This is an optimization exercise on Yosys and OpenROAD, whose aim is small area, a short achievable clock period and few clock cycles, not a production implementation.
Function was checked by simulation only, so behaviour that the tests miss may differ from the original.
No activity file was given, so power comes from the tool's default toggle rates.

==> trial 48 <==
==> flow/design.v (excerpt) <==
module mscc (
    input  wire        clk,
    input  wire        rst_n,             
    input  wire        cmd_valid,
    input  wire [31:0] cmd_word,
    input  wire [31:0] cmd_now,
    input  wire        comm_seen,
    input  wire [3:0]  phys_overload,
    input  wire [3:0]  phys_lock,
    input  wire [3:0]  phys_hw_fault,
    input  wire [3:0]  phys_wd_fault,
    input  wire [63:0] phys_power_raw,
    input  wire [63:0] phys_pulse_count,
    input  wire [63:0] phys_window_ms,
    input  wire [3:0]  sim_overload,
    input  wire [3:0]  sim_lock,
    input  wire [3:0]  sim_hw_fault,
    input  wire [3:0]  sim_wd_fault,
    input  wire [63:0] sim_power_raw,
    input  wire [63:0] sim_pulse_count,
    input  wire [63:0] sim_window_ms,
    output wire        res_valid,
    output wire [31:0] res_word,
    output wire [3:0]  start_out,
    output wire [3:0]  reset_out,
    output wire [7:0]  duty
);
    localparam [7:0] OP_NOP = 8'h00, OP_INIT = 8'h01, OP_TICK = 8'h02, OP_READ_REG = 8'h03,
                     OP_START = 8'h10, OP_STOP = 8'h11, OP_SET_AMP = 8'h12, OP_RESET_OVL = 8'h13,
                     OP_CLEAR_FAULTS = 8'h14, OP_GET_STATUS = 8'h15, OP_IS_SAFE = 8'h16,
                     OP_AMP_BCAST = 8'h17, OP_COORD_START = 8'h20, OP_CONFIRM = 8'h21,
                     OP_COORD_STOP = 8'h22, OP_UNIT_START = 8'h23, OP_UNIT_STOP = 8'h24,
                     OP_REPORT_FAULT = 8'h25, OP_ESTOP = 8'h26, OP_SET_INHIBIT = 8'h27,
                     OP_REARM = 8'h28, OP_SET_SIM = 8'h30, OP_INJECT_FAULT = 8'h31,
                     OP_FORCE_STATE = 8'h32;
  ...
make LEC_CHECK=0 ABC_AREA=1 CAP_MARGIN=20 CORE_MARGIN=2 CORE_UTILIZATION=55 PLACE_DENSITY=0.7 SETUP_SLACK_MARGIN=5 SLEW_MARGIN=20 finish   # period 12.0 ns
run.sh (not shown) runs the stock make flow with config.mk's settings and CLKGATE_MAP_FILE= SYNTH_SCRIPT=/design/flow/synth_recipe.tcl, a recipe that flattens the netlist after the stock synthesis.
==> inputs of build 74, as changes to trial 48 <==
==> flow/flow/run.sh (new file) <==
#!/bin/bash
set -uo pipefail
export BUFFER_PORTS_ARGS="-buffer_cell sky130_fd_sc_hd__buf_1"
export CTS_ARGS="-sink_clustering_enable -repair_clock_nets -dont_use_dummy_load"
bash standard.sh > standard_make.log 2>&1
status=$?
tail -n 40 standard_make.log
exit $status
==> flow/standard.sh (new file) <==
#!/bin/bash
# synth_recipe.tcl (not shown) runs the flow's synth.tcl, then flattens the netlist and writes it again
# the make line also repeats each setting of config.mk as NAME=value (left out here)
make -C /OpenROAD-flow-scripts/flow DESIGN_CONFIG=/design/flow/config.mk WORK_HOME=/design/flow/orfs CLKGATE_MAP_FILE= SYNTH_SCRIPT=/design/flow/synth_recipe.tcl "${@:-finish}"
- ABC_AREA: 1 -> default
removed: flow/run.sh
==> inputs of trial 86, as changes to trial 48 <==
--- a/flow/design.v
+++ b/flow/design.v
@@ -33,20 +33,18 @@
             if (raw == level) begin
                 pend <= 1'b0;
             end else if (expired) begin
                 level <= raw;
                 pend  <= 1'b0;
             end else if (!pend) begin
                 pend  <= 1'b1;
+                since <= now;
             end
         end
     end
-    always @(posedge clk)
-        if (!pend)
-            since <= now;
 endmodule
 module mscc_elapsed #(
     parameter integer K = 7
 ) (
     input  wire [31:0]  now,
     input  wire [31:K]  now_hm1,
     input  wire [31:0]  t,
@@ -112,19 +110,17 @@
     output reg         running,
     output reg         locked,
     output reg         comm_ok,
     output reg         sim,
     output reg         start_out,
     output reg         reset_out,
     output reg  [6:0]  amp,
-    output reg  [15:0] power,          
-    output reg         power_valid,
+    output reg  [15:0] power,
     output reg  [15:0] fq_pulses,      
-    output reg  [15:0] fq_window,      
-    output reg         fq_valid,
+    output reg  [15:0] fq_window,
     output reg  [15:0] start_count,
     output reg  [15:0] fault_count,
     output wire        start_ok,       
     output wire        stop_ok,        
     output wire        reset_ok,       
     output wire        clear_ok,       
     output wire        safe,
@@ -310,16 +306,17 @@
             running     <= 1'b0;
             locked      <= 1'b0;
             comm_ok     <= !rst;
             sim         <= 1'b0;
             start_out   <= 1'b0;
             reset_out   <= 1'b0;
             amp         <= AMP_RESET;
-            power_valid <= 1'b0;
-            fq_valid    <= 1'b0;
+            power       <= 16'd0;
+            fq_pulses   <= 16'd0;
+            fq_window   <= 16'd1;
             start_count <= 16'd0;
             fault_count <= 16'd0;
             t_state     <= now;    
             inj         <= 5'd0;
         end else begin
             if (do_estop) begin
                 start_out <= 1'b0;
@@ -349,18 +346,20 @@
                 pending   <= P_NONE;
                 pulse     <= 1'b0;
                 reset_out <= 1'b0;
                 start_out <= (force_val == U_STARTING || force_val == U_RUNNING);
                 running   <= (force_val == U_RUNNING || force_val == U_STOPPING);
                 t_state   <= now;
             end
-            if (freq_we)
-                fq_valid <= 1'b1;
+            if (freq_we) begin
+                fq_pulses <= freq_pulses;
+                fq_window <= freq_window;
+            end
             if (do_update) begin
-                power_valid <= 1'b1;
+                power       <= s_power;
                 locked      <= s_lock;
                 comm_ok     <= !comm_lost;
                 inj         <= 5'd0;
                 fault_count <= fault_count + {13'd0, new_cnt};
                 state       <= n_state;
                 faults      <= n_faults;
                 pending     <= (iso_stop && stop_ok_n) ?
@@ -370,22 +369,14 @@
                 start_out   <= n_start_out;
                 reset_out   <= n_reset_out;
                 t_state     <= n_t_state;
                 start_count <= n_start_count;
             end
         end
     end
-    always @(posedge clk) begin
-        if (freq_we) begin
-            fq_pulses <= freq_pulses;
-            fq_window <= freq_window;
-        end
-        if (do_update)
-            power <= s_power;
-    end
 endmodule
 module mscc (
     input  wire        clk,
     input  wire        rst_n,             
     input  wire        cmd_valid,
     input  wire [31:0] cmd_word,
     input  wire [31:0] cmd_now,
@@ -446,16 +437,15 @@
     reg [3:0]  active, confirmed, faulted, stop_wait;
     reg [31:0] t_start_seq, t_stop_seq;
     reg        lf_valid, lf_timeout;
     reg [1:0]  lf_ch;
     reg [4:0]  lf_mask;
     reg        respond, do_tick;
     reg [3:0]  r_code;
-    reg [15:0] r_val_c;     
-    wire [15:0] r_val;      
+    reg [15:0] r_val;
     assign res_valid = cmd_valid && respond;
     assign res_word  = {r_val, 12'd0, r_code};
     assign duty      = duty_r;
     wire [31:7]  now_hm7;
     wire [31:10] now_hm10;
     mscc_dec #(.W(25)) dec7  (.a(cmd_now[31:7]),  .y(now_hm7));
     mscc_dec #(.W(22)) dec10 (.a(cmd_now[31:10]), .y(now_hm10));
@@ -482,15 +472,14 @@
     wire [11:0]  u_state;
     wire [19:0]  u_faults;
     wire [11:0]  u_pending;
     wire [3:0]   u_pulse, u_running, u_locked, u_comm_ok, u_sim;
     wire [27:0]  u_amp;
     wire [63:0]  u_power;
     wire [63:0]  u_fq_pulses, u_fq_window;
-    wire [3:0]   u_power_valid, u_fq_valid;
     wire [11:0]  upd_state;
     wire [19:0]  upd_faults;
     wire [3:0]   upd_running;
     wire [63:0]  u_start_count, u_fault_count;
     wire [3:0]   u_start_ok, u_stop_ok, u_reset_ok, u_clear_ok, u_safe;
     wire [63:0]  u_status;
     reg        c_init, c_estop, c_update;
@@ -522,17 +511,15 @@
                 .sim_bits({sim_wd_fault[gi], sim_hw_fault[gi], sim_lock[gi], sim_overload[gi]}),
                 .sim_power(sim_power_raw[16*gi +: 16]),
                 .state(u_state[3*gi +: 3]), .faults(u_faults[5*gi +: 5]),
                 .pending(u_pending[3*gi +: 3]), .pulse(u_pulse[gi]),
                 .running(u_running[gi]), .locked(u_locked[gi]), .comm_ok(u_comm_ok[gi]),
                 .sim(u_sim[gi]), .start_out(start_out[gi]), .reset_out(reset_out[gi]),
                 .amp(u_amp[7*gi +: 7]), .power(u_power[16*gi +: 16]),
-                .power_valid(u_power_valid[gi]),
                 .fq_pulses(u_fq_pulses[16*gi +: 16]), .fq_window(u_fq_window[16*gi +: 16]),
-                .fq_valid(u_fq_valid[gi]),
                 .start_count(u_start_count[16*gi +: 16]),
                 .fault_count(u_fault_count[16*gi +: 16]),
                 .start_ok(u_start_ok[gi]), .stop_ok(u_stop_ok[gi]),
                 .reset_ok(u_reset_ok[gi]), .clear_ok(u_clear_ok[gi]),
                 .safe(u_safe[gi]), .status_word(u_status[16*gi +: 16]),
                 .upd_state(upd_state[3*gi +: 3]), .upd_faults(upd_faults[5*gi +: 5]),
                 .upd_running(upd_running[gi])
@@ -592,64 +579,59 @@
     wire [3:0]  run_mask  = u_running;
     wire [2:0]  run_count = {2'b00, run_mask[0]} + {2'b00, run_mask[1]} +
                             {2'b00, run_mask[2]} + {2'b00, run_mask[3]};
     wire [2:0]  blk_off   = dat[6:4] - 3'd2;
     wire        ch_block  = (dat[15:7] == 9'd0) && (dat[6:4] >= 3'd2) && (dat[6:4] <= 3'd5);
     wire [1:0]  rch       = blk_off[1:0];
     wire [2:0]  rpend     = u_pending[3*rch +: 3];
-    wire [15:0] rpulses   = u_fq_valid[rch] ? u_fq_pulses[16*rch +: 16] : 16'd0;
-    wire [15:0] rwindow   = u_fq_valid[rch] ? u_fq_window[16*rch +: 16] : 16'd1;
+    wire [15:0] rpulses   = u_fq_pulses[16*rch +: 16];
+    wire [15:0] rwindow   = u_fq_window[16*rch +: 16];
     wire [25:0] rp625     = {dv_nq, 9'd0} + {3'd0, dv_nq, 7'd0} - {6'd0, dv_nq, 4'd0} +
                             {10'd0, dv_nq};
     wire [29:0] rprod     = {rp625, 4'd0};
-    wire        ch_blk_lo = (dat[6:4] >= 3'd2) && (dat[6:4] <= 3'd5);
-    wire        reg_hit   = (dat[15:7] == 9'd0) &&
-                            ((dat[6:4] == 3'd0 && dat[3:0] <= 4'h6) ||
-                             (dat[6:1] == 6'b001000) ||
-                             (ch_blk_lo && dat[3:0] <= 4'h9));
-    reg         reg_hit_c;
+    reg         reg_hit;
     reg  [15:0] reg_val;
     always @* begin
-        reg_hit_c = 1'b1;
+        reg_hit = 1'b1;
         reg_val = 16'd0;
-        if (dat[6:4] == 3'd0) begin
+        if (dat[15:4] == 12'h000) begin
             case (dat[3:0])
                 4'h0: reg_val = {13'd0, run_count};
                 4'h1: reg_val = {12'd0, run_mask};
                 4'h2: reg_val = {13'd0, m_state};
                 4'h3: reg_val = {stop_wait, faulted, confirmed, active};
                 4'h4: reg_val = {8'd0, duty_r};
                 4'h5: reg_val = {lf_valid, lf_timeout, 5'd0, lf_mask, 2'd0, lf_ch};
                 4'h6: reg_val = {12'd0, stop_wait != 4'd0, m_state == M_COORD_START,
                                  comm_lost, initialized};
-                default: reg_hit_c = 1'b0;
+                default: reg_hit = 1'b0;
             endcase
-        end else if (dat[6:4] == 3'd1) begin
-            reg_val = dat[0] ? {9'd0, bcast} : {15'd0, inhibit};
-        end else if (ch_blk_lo) begin
+        end else if (dat == 16'h0010) begin
+            reg_val = {15'd0, inhibit};
+        end else if (dat == 16'h0011) begin
+            reg_val = {9'd0, bcast};
+        end else if (ch_block) begin
             case (dat[3:0])
                 4'h0: reg_val = {12'd0, rpend == P_CLEAR, rpend == P_RESET || u_pulse[rch],
                                  rpend == P_STOP, rpend == P_START};
                 4'h1: reg_val = {9'd0, u_amp[7*rch +: 7]};
-                4'h2: reg_val = u_power_valid[rch] ? u_power[16*rch +: 16] : 16'd0;
+                4'h2: reg_val = u_power[16*rch +: 16];
                 4'h3: reg_val = 16'd0;      
                 4'h4: reg_val = {11'd0, u_faults[5*rch +: 5]};
                 4'h5: reg_val = {6'd0, rch, u_pulse[rch], u_safe[rch], reset_out[rch],
                                  start_out[rch], u_sim[rch], u_comm_ok[rch], u_locked[rch],
                                  u_running[rch]};
                 4'h6: reg_val = {13'd0, u_state[3*rch +: 3]};
                 4'h7: reg_val = u_start_count[16*rch +: 16];
                 4'h8: reg_val = u_fault_count[16*rch +: 16];
-                4'h9: reg_val = {rpend != P_NONE || u_pulse[rch], u_safe[rch], reset_out[rch],
-                                 start_out[rch], u_sim[rch], u_comm_ok[rch], u_locked[rch],
-                                 u_running[rch], u_faults[5*rch +: 5], u_state[3*rch +: 3]};
-                default: reg_hit_c = 1'b0;
+                4'h9: reg_val = u_status[16*rch +: 16];
+                default: reg_hit = 1'b0;
             endcase
         end else begin
-            reg_hit_c = 1'b0;
+            reg_hit = 1'b0;
         end
     end
     reg [1:0]  win_ch;
     reg        any_run;
     integer    j;
     always @* begin
         win_ch  = 2'd0;
@@ -830,15 +812,15 @@
     reg [3:0]  poll, conf1, sw1, stop_msk, up_idle, up_run, up_fault;
     reg [2:0]  st1;
     reg [2:0]  fs;
     integer    i;
     always @* begin
         n_fsm         = fsm;
         r_code        = R_OK;
-        r_val_c         = 16'd0;
+        r_val         = 16'd0;
         respond       = 1'b0;
         n_initialized = initialized;
         n_comm_lost   = comm_lost;
         n_last_comm   = last_comm;
         n_duty        = duty_r;
         n_order       = order;
         n_bcast       = bcast;
@@ -931,15 +913,15 @@
                         end
                         OP_READ_REG: begin
                             if (!reg_hit) r_code = R_BAD_VALUE;
                             else if (ch_block && dat[3:0] == 4'h3) begin
                                 respond = 1'b0;
                                 n_fsm   = S_DIV;
                             end else
-                                r_val_c  = reg_val;
+                                r_val  = reg_val;
                         end
                         OP_START: begin
                             if (gate_code != R_OK)   r_code = gate_code;
                             else if (!u_start_ok[ch]) r_code = R_BAD_STATE;
                             else                     c_start[ch] = 1'b1;
                         end
                         OP_STOP: begin
@@ -954,16 +936,16 @@
                             if (!u_reset_ok[ch]) r_code = R_BAD_STATE;
                             else                 c_reset_req[ch] = 1'b1;
                         end
                         OP_CLEAR_FAULTS: begin
                             if (!u_clear_ok[ch]) r_code = R_BAD_STATE;
                             else                 c_clear_req[ch] = 1'b1;
                         end
-                        OP_GET_STATUS: r_val_c = u_status[16*ch +: 16];
-                        OP_IS_SAFE:    r_val_c = {15'd0, u_safe[ch]};
+                        OP_GET_STATUS: r_val = u_status[16*ch +: 16];
+                        OP_IS_SAFE:    r_val = {15'd0, u_safe[ch]};
                         OP_AMP_BCAST: begin
                             c_set_amp = 4'b1111;
                             n_order   = 8'b00_01_10_11;
                             n_bcast   = amp_clamped;
                         end
                         OP_COORD_START: begin
                             if (msk == 4'd0)                         r_code = R_BAD_VALUE;
@@ -1070,21 +1052,21 @@
                 end
             end
             S_TICK: do_tick = 1'b1;
             S_DIV: begin
                 if (dv_mul) begin
                 end else if (dv_first && dv_sat_n) begin
                     respond = 1'b1;
-                    r_val_c   = 16'hFFFF;
+                    r_val   = 16'hFFFF;
                 end else if (dv_cnt == 3'd0)
                     n_fsm   = S_DRESP;
             end
             S_DRESP: begin
                 respond = 1'b1;
-                r_val_c   = dv_nq;
+                r_val   = dv_nq;
             end
         endcase
         if (do_tick) begin
                 respond = 1'b1;
                 for (i = 0; i < 4; i = i + 1)
                     c_freq_we[i] = (u_sim[i] ? sim_window_ms[16*i +: 16]
                                              : phys_window_ms[16*i +: 16]) != 16'd0;
@@ -1135,30 +1117,20 @@
             n_active     = 4'd0;
             n_confirmed  = 4'd0;
             n_stop_wait  = 4'd0;
         end
         if (respond) begin
             n_fsm = S_IDLE;
             if (c_update)
-                r_val_c = {1'b0, n_m_state, upd_state};
+                r_val = {1'b0, n_m_state, upd_state};
             if (r_code != R_OK) begin
-                r_val_c = 16'd0;
+                r_val = 16'd0;
             end
         end
     end
-    wire rv_read = (op == OP_READ_REG) && (idx == 4'd0) && (msk == 4'd0) && reg_hit;
-    wire rv_unit = (idx[3:2] == 2'b00) && (msk == 4'd0) && (dat == 16'd0);
-    wire rv_stat = (op == OP_GET_STATUS) && rv_unit;
-    wire rv_safe = (op == OP_IS_SAFE) && rv_unit;
-    wire [15:0] r_val_idle = rv_read ? reg_val :
-                             rv_stat ? u_status[16*ch +: 16] :
-                             rv_safe ? {15'd0, u_safe[ch]} : 16'd0;
-    assign r_val = (fsm == S_IDLE)  ? r_val_idle :
-                   (fsm == S_TICK)  ? {1'b0, n_m_state, upd_state} :
-                   (fsm == S_DRESP) ? dv_nq : 16'hFFFF;
     always @(posedge clk) begin
         last_comm   <= n_last_comm;
         t_start_seq <= n_t_start_seq;
         t_stop_seq  <= n_t_stop_seq;
     end
     always @(posedge clk) begin
         if (rst) begin
- ABC_AREA: 1 -> default
- CORE_UTILIZATION: 55 -> 40
- PLACE_DENSITY: 0.7 -> 0.6
==> metrics list <==
- Endpoint of the worst hold-timing path: last_comm[7]
- Die Height: roughly 430 µm
* Clk power: 4240 µW
- Walking the worst path, the cells encountered are buf_6 -> inv_1 -> buf_12 -> nor2_4 -> and3_4 -> buf_6 -> a221oi_1 -> nor2b_1 -> a2111oi_1 -> a31oi_1 -> nor2_1 -> a221oi_2 -> o21ai_4 -> a21o_1 -> o21ai_2 -> a2111oi_4 -> buf_2.
- Multi-input combinational cells in the finished layout were counted as 6066.
- Worst r2r dst: duty_r[4]
* Run status: finished clean
- In this run the static leakage power is between 0.03 and 0.04 µW.
- Yosys reg bits: 1089
* Number of enable-type register cells in the synthesized netlist: about 510
* Clock insertion delay at the later pin of the skew report: 0.79 ns
- Instance count on the critical path: 17
* Delay-heaviest family, CP: compound AO/OA/AOI/OAI gates
- Across the routed clock network, the largest skew measured is 0.0336 ns.
* Largest net degree at the start of global routing: 161
* Endpoint of the worst setup timing path: res_word[18]
-- figures above: trial 86

==> metrics list <==
* Run status: finished clean
* Clock insertion delay at the later pin of the skew report: 0.78 ns
- Instance count on the critical path: 22
- Cell breakdown of the critical path: buf_12 -> clkinvlp_4 -> nand2_8 -> buf_12 -> nand2_8 -> nand2_8 -> ha_4 -> or4_4 -> and4b_2 -> nand2_2 -> o22ai_4 -> nand2_4 -> o211a_1 -> nor4_4 -> o311ai_4 -> a211oi_2 -> a211oi_4 -> a2111oi_2 -> buf_4 -> a21oi_4 -> a21oi_4 -> buf_6
- Yosys mapped a number of flops with a built-in enable equal to 706.
- Endpoint of the worst setup timing path: res_word[28]
- The layout contains a multi-input combinational cell count of 5510.
* Die Height: between 300 and 400 µm
- In this run, power in the clock network comes to roughly 3200 µW.
- Endpoint of the worst hold-timing path: lf_valid
- Worst Clk Skew: between 0.1 and 0.15 ns
- In this run the count of I/O pins placed on the die edge is roughly 530.
- Grouping stages by cell kind, the critical path spends the most delay in simple AND/OR/NAND/NOR gates.
* Yosys reg bits: approximately 1.1k
-- figures above: build 74

==> metrics list <==
- The flow ran to the end and the layout has no timing, DRC or antenna violations.
* Clock insertion delay at the later pin of the skew report: between 0.8 and 0.9 ns
- The worst hold path terminates at unit[3].u.inj[1].
- Clk power: 4020 µW
* Cell breakdown of the critical path: buf_6 -> buf_12 -> buf_4 -> nor2_4 -> buf_6 -> buf_8 -> nand2_1 -> nand4_1 -> nand2_1 -> nand4_1 -> a221o_1 -> a221oi_2 -> o31ai_4 -> buf_2
* Delay-heaviest family, CP: compound AO/OA/AOI/OAI gates
- The layout contains a multi-input combinational cell count of 6533.
- Die Height: ~360 µm
- Worst Clk Skew: around 0.11 ns
- Yosys reg bits: around 1.1k
-- figures above: trial 48

Testbench counts of trial 48, summed over its fixed seeds: cycles 33,098.
Testbench counts of build 74, summed over its fixed seeds: cycles 33,098.
Testbench counts of trial 86, summed over its fixed seeds: cycles 33,098.

==> what the ideal ports hide <==
In the flow no input, the clock included, has a driving cell. The finished layouts below were timed again as built, in two steps. Step 1 (the two cells are an assumption about what drives the block):
set clk [get_ports {clk}]
set_driving_cell -lib_cell sky130_fd_sc_hd__clkbuf_16 $clk
set_driving_cell -lib_cell sky130_fd_sc_hd__buf_2 [delete_from_list [all_inputs] $clk]
Step 2 also shifts input and output timing later by t, the mid clock arrival at the registers, as if the neighbouring blocks saw the same clock. Three values: ideal ports, drivers, drivers and shift; two values: the first two.
run | shift t [ns] | setup slack, ns | hold slack, ns | cell pins on the clock port's net
trial 48 | 0.867 | 4.511 / 4.468 / 3.928 | 0.468 / 0.468 / 0.468 | 1
build 74 | 0.814 | 4.242 / 4.156 / 4.239 | 0.473 / 0.473 / 0.473 | 1
trial 86 | 0.859 | 3.976 / 3.929 / 3.929 | 0.455 / 0.455 / 0.455 | 1
After both steps every run listed still meets setup and hold. For trial 48, which loses most, drivers alone change the setup slack by -0.043 ns; drivers and shift together by -0.583 ns.
